This design comes from an exercise in tuning for small area on the open sky130 flow, not from production work. In this exercise RTL edits were held to simulation tests only and were not proved equivalent to the original. Power figures rest on the tool's default switching activity, not on a simulated workload.

job 3129:
// gpu_core
module gpu_core (
    input  wire        clk,
    input  wire        rst,           
    input  wire        rx_valid,
    input  wire [7:0]  rx_data,
    output wire        tx_valid,
    output wire [7:0]  tx_data,
    input  wire        fill_req,
    output wire [11:0] rgb,
    output wire        hsync,
    output wire        vsync,
    output wire        de,
    output wire [9:0]  x,
    output wire [9:0]  y,
    output wire        frame,
    output wire        line,
    output wire        valid_data,
    output wire        in_bounds,
    output wire        seg_re,
    output wire        seg_we,
    output wire [13:0] seg_addr,
    output wire [31:0] seg_wdata,
    input  wire [31:0] seg_rdata,
    output wire        fb_rd_bank,
    output wire [7:0]  fb_rd_cx,
    output wire [7:0]  fb_rd_cy,
    input  wire [2:0]  fb_rdata,
    output wire        fb_we,
    output wire        fb_wr_bank,
    output wire [7:0]  fb_wr_cx,
    output wire [7:0]  fb_wr_cy,
    output wire [2:0]  fb_wdata
);
For scale: roughly 1100 cells after synthesis, roughly 170 flip-flops, roughly 0.0093 mm² of cells after synthesis.
clock: 10.0 ns
lec_check: 0
abc_area: 1
cap_margin: 20
core_margin: 2
core_utilization: 70
place_density: 0.85
slew_margin: 20
standard.sh (not shown) runs the stock make flow with config.mk's settings and CLKGATE_MAP_FILE= SYNTH_SCRIPT=/design/flow/synth_recipe.tcl, a recipe that flattens the netlist after the stock synthesis.
==> flow/flow/run.sh <==
#!/bin/bash
# The standard layout (standard.sh) with these changes, each tool's output in its own log:
#  - synthesis maps the logic with the area-oriented ABC script in flow/abc_area.script,
#  - without ORFS's hard adder cells (ADDER_MAP_FILE empty), so ABC optimises adders too;
#    registers are mapped exactly as in the standard synthesis,
#  - the port buffers are the smallest buffer, sky130_fd_sc_hd__buf_1,
#  - clock tree synthesis clusters up to 30 sinks within 120 um and adds no dummy loads.
set -u
rm -rf myscripts
cp -r "$FLOW_HOME/scripts" myscripts
cp flow/abc_area.script myscripts/abc_area.script
export BUFFER_PORTS_ARGS="-buffer_cell sky130_fd_sc_hd__buf_1"
export CTS_ARGS="-sink_clustering_enable -repair_clock_nets -sink_clustering_size 30 -sink_clustering_max_diameter 120 -dont_use_dummy_load"
bash standard.sh SCRIPTS_DIR="$PWD/myscripts" ADDER_MAP_FILE= finish > standard.log 2>&1
==> flow/flow/abc_area.script <==
strash
&get -n
&deepsyn -T 60
&put
dch -f
amap
topo
Edits applied to the flow inputs when going from job 3129 to job 3968:
Settings: putting CTS_BUF_LIST at sky130_fd_sc_hd__clkbuf_8 where nothing was set; putting CTS_CLUSTER_SIZE at 20 where nothing was set; putting CTS_CLUSTER_DIAMETER at 60 where nothing was set.
==> flow/flow/run.sh <==
#!/bin/bash
# The standard layout (standard.sh) with these changes, each tool's output in its own log:
#  - synthesis maps the logic with the area-oriented ABC script in flow/abc_area.script,
#  - without ORFS's hard adder cells (ADDER_MAP_FILE empty), so ABC optimises adders too;
#    registers are mapped exactly as in the standard synthesis,
#  - the port buffers are the smallest buffer, sky130_fd_sc_hd__buf_1.
set -u
rm -rf myscripts
cp -r "$FLOW_HOME/scripts" myscripts
cp flow/abc_area.script myscripts/abc_area.script
export BUFFER_PORTS_ARGS="-buffer_cell sky130_fd_sc_hd__buf_1"
bash standard.sh SCRIPTS_DIR="$PWD/myscripts" ADDER_MAP_FILE= finish > standard.log 2>&1
--- outcome ---
- Summary of the comparison: first-pass GRT wire length is higher in job 3968, relative to job 3129.
- The end-of-flow core utilization on job 3129 is in line with that on job 3968.
- Job 3968 ends up with higher share of final-layout standard cells stronger than drive strength 1 than job 3129 does.
- Diff job 3129..job 3968 | final net count | negligible
- ~same proportion of cell area occupied by registers in job 3129 and job 3968


gpu_core again, from the RTL that the note above started with.
Design gpu_core, start of the top module:
module gpu_core (
    input  wire        clk,
    input  wire        rst,           
    input  wire        rx_valid,
    input  wire [7:0]  rx_data,
    output wire        tx_valid,
    output wire [7:0]  tx_data,
    input  wire        fill_req,
    output wire [11:0] rgb,
    output wire        hsync,
    output wire        vsync,
    output wire        de,
    output wire [9:0]  x,
    output wire [9:0]  y,
    output wire        frame,
    output wire        line,
    output wire        valid_data,
    output wire        in_bounds,
    output wire        seg_re,
    output wire        seg_we,
    output wire [13:0] seg_addr,
    output wire [31:0] seg_wdata,
    input  wire [31:0] seg_rdata,
    output wire        fb_rd_bank,
    output wire [7:0]  fb_rd_cx,
    output wire [7:0]  fb_rd_cy,
    input  wire [2:0]  fb_rdata,
    output wire        fb_we,
    output wire        fb_wr_bank,
    output wire [7:0]  fb_wr_cx,
    output wire [7:0]  fb_wr_cy,
    output wire [2:0]  fb_wdata
);
clock: 10.0 ns
lec_check: 0
abc_area: 1
cap_margin: 20
core_margin: 2
core_utilization: 70
place_density: 0.85
slew_margin: 20
==> flow/flow/run.sh <==
#!/bin/bash
# The standard layout (standard.sh) with these changes, each tool's output in its own log:
#  - synthesis maps the logic with the area-oriented ABC script in flow/abc_area.script,
#  - without ORFS's hard adder cells (ADDER_MAP_FILE empty), so ABC optimises adders too;
#    registers are mapped exactly as in the standard synthesis,
#  - the port buffers are the smallest buffer, sky130_fd_sc_hd__buf_1,
#  - clock tree synthesis clusters up to 20 sinks within 80 um behind clkbuf_8 leaf buffers and adds no dummy loads.
set -u
rm -rf myscripts
cp -r "$FLOW_HOME/scripts" myscripts
cp flow/abc_area.script myscripts/abc_area.script
export BUFFER_PORTS_ARGS="-buffer_cell sky130_fd_sc_hd__buf_1"
export CTS_ARGS="-sink_clustering_enable -repair_clock_nets -sink_clustering_size 20 -sink_clustering_max_diameter 80 -sink_clustering_buffer sky130_fd_sc_hd__clkbuf_8 -dont_use_dummy_load"
bash standard.sh SCRIPTS_DIR="$PWD/myscripts" ADDER_MAP_FILE= finish > standard.log 2>&1
Scripts as last shown in full above: flow/flow/abc_area.script
The starting point produced a clean layout.
Then changed:
==> flow/flow/run.sh (replaced) <==
#!/bin/bash
# The standard layout (standard.sh) with these changes, each tool's output in its own log:
#  - synthesis maps the logic with the area-oriented ABC script in flow/abc_area.script,
#  - without ORFS's hard adder cells (ADDER_MAP_FILE empty), so ABC optimises adders too;
#    registers are mapped exactly as in the standard synthesis,
#  - the port buffers are the smallest buffer, sky130_fd_sc_hd__buf_1.
set -u
rm -rf myscripts
cp -r "$FLOW_HOME/scripts" myscripts
cp flow/abc_area.script myscripts/abc_area.script
export BUFFER_PORTS_ARGS="-buffer_cell sky130_fd_sc_hd__buf_1"
bash standard.sh SCRIPTS_DIR="$PWD/myscripts" ADDER_MAP_FILE= finish > standard.log 2>&1
CTS_BUF_LIST = sky130_fd_sc_hd__clkbuf_8 sky130_fd_sc_hd__clkbuf_16   (was unset)
CTS_CLUSTER_DIAMETER = 80   (was unset)
CTS_CLUSTER_SIZE = 25   (was unset)
Cell count goes up by 1.1%.
Worst setup slack is better by 0.033 ns.
Final area goes up by 1.9%.
Then changed:
--- a/flow/flow/run.sh
+++ b/flow/flow/run.sh
@@ -5,3 +5,7 @@
 #    registers are mapped exactly as in the standard synthesis,
-#  - the port buffers are the smallest buffer, sky130_fd_sc_hd__buf_1.
+#  - the port buffers are the smallest buffer, sky130_fd_sc_hd__buf_1,
+#  - timing-driven global placement does not keep its trial repairs (GPL_KEEP_OVERFLOW 0);
+#    the resizer step after placement still repairs every slew and capacitance violation,
+#  - clock tree synthesis uses clkbuf_8, clusters up to 20 sinks within 60 um and adds no
+#    dummy loads.
 set -u
@@ -11,2 +15,4 @@
 export BUFFER_PORTS_ARGS="-buffer_cell sky130_fd_sc_hd__buf_1"
+export GPL_KEEP_OVERFLOW=0
+export CTS_ARGS="-sink_clustering_enable -repair_clock_nets -sink_clustering_size 20 -sink_clustering_max_diameter 60 -buf_list sky130_fd_sc_hd__clkbuf_8 -dont_use_dummy_load"
 bash standard.sh SCRIPTS_DIR="$PWD/myscripts" ADDER_MAP_FILE= finish > standard.log 2>&1
CAP_MARGIN = 0   (was 20)
CORE_UTILIZATION = 60   (was 70)
CTS_BUF_LIST = unset   (was sky130_fd_sc_hd__clkbuf_8 sky130_fd_sc_hd__clkbuf_16)
CTS_CLUSTER_DIAMETER = unset   (was 80)
CTS_CLUSTER_SIZE = unset   (was 25)
PLACE_DENSITY = 0.75   (was 0.85)
SLEW_MARGIN = 0   (was 20)
Result: The new run went through all stages and came out clean. Wire length fell by 7.5%. Combinational power increases by about 2%. Register-to-register slack is worse by 0.07 ns. Clock-buffer cell count does not change. Die area is higher by about 16%. Design area came out lower by 3.2%.

separate check: timing with driven ports:
How much do the figures lean on ideal ports? The routed layouts below were timed once more, with nothing changed but the port constraints. Step 1 assumes that a clkbuf_16 drives the clock port and a buf_2 every other input. Step 2 moves the port delays by t, midway between the first and last clock arrival at a register: inputs arrive t later, outputs are due t later. That takes back most of the time a late clock gives input paths. a / b / c = ideal ports / drivers / drivers and shift; a / b = the first two.
| run | shift t [ns] | setup WS [ns] | worst data-port slew with drivers (ns) |
|---|---|---|---|
| job 3129 | 0.475 | 0.774 / 0.797 / 0.323 | 0.04 |
| job 3968 | 0.516 | 0.751 / 0.768 / 0.253 | 0.04 |
| the first run of note 2 | 0.475 | 0.774 / 0.797 / 0.323 | 0.04 |
| the second run of note 2 | 0.489 | 0.807 / 0.830 / 0.341 | 0.05 |
| the third run of note 2 | 0.472 | 0.747 / 0.765 / 0.293 | 0.04 |
After both steps every run listed still meets setup and hold. The setup slack of job 3968, which loses most, moves by +0.017 ns with the drivers and by -0.498 ns with both steps.
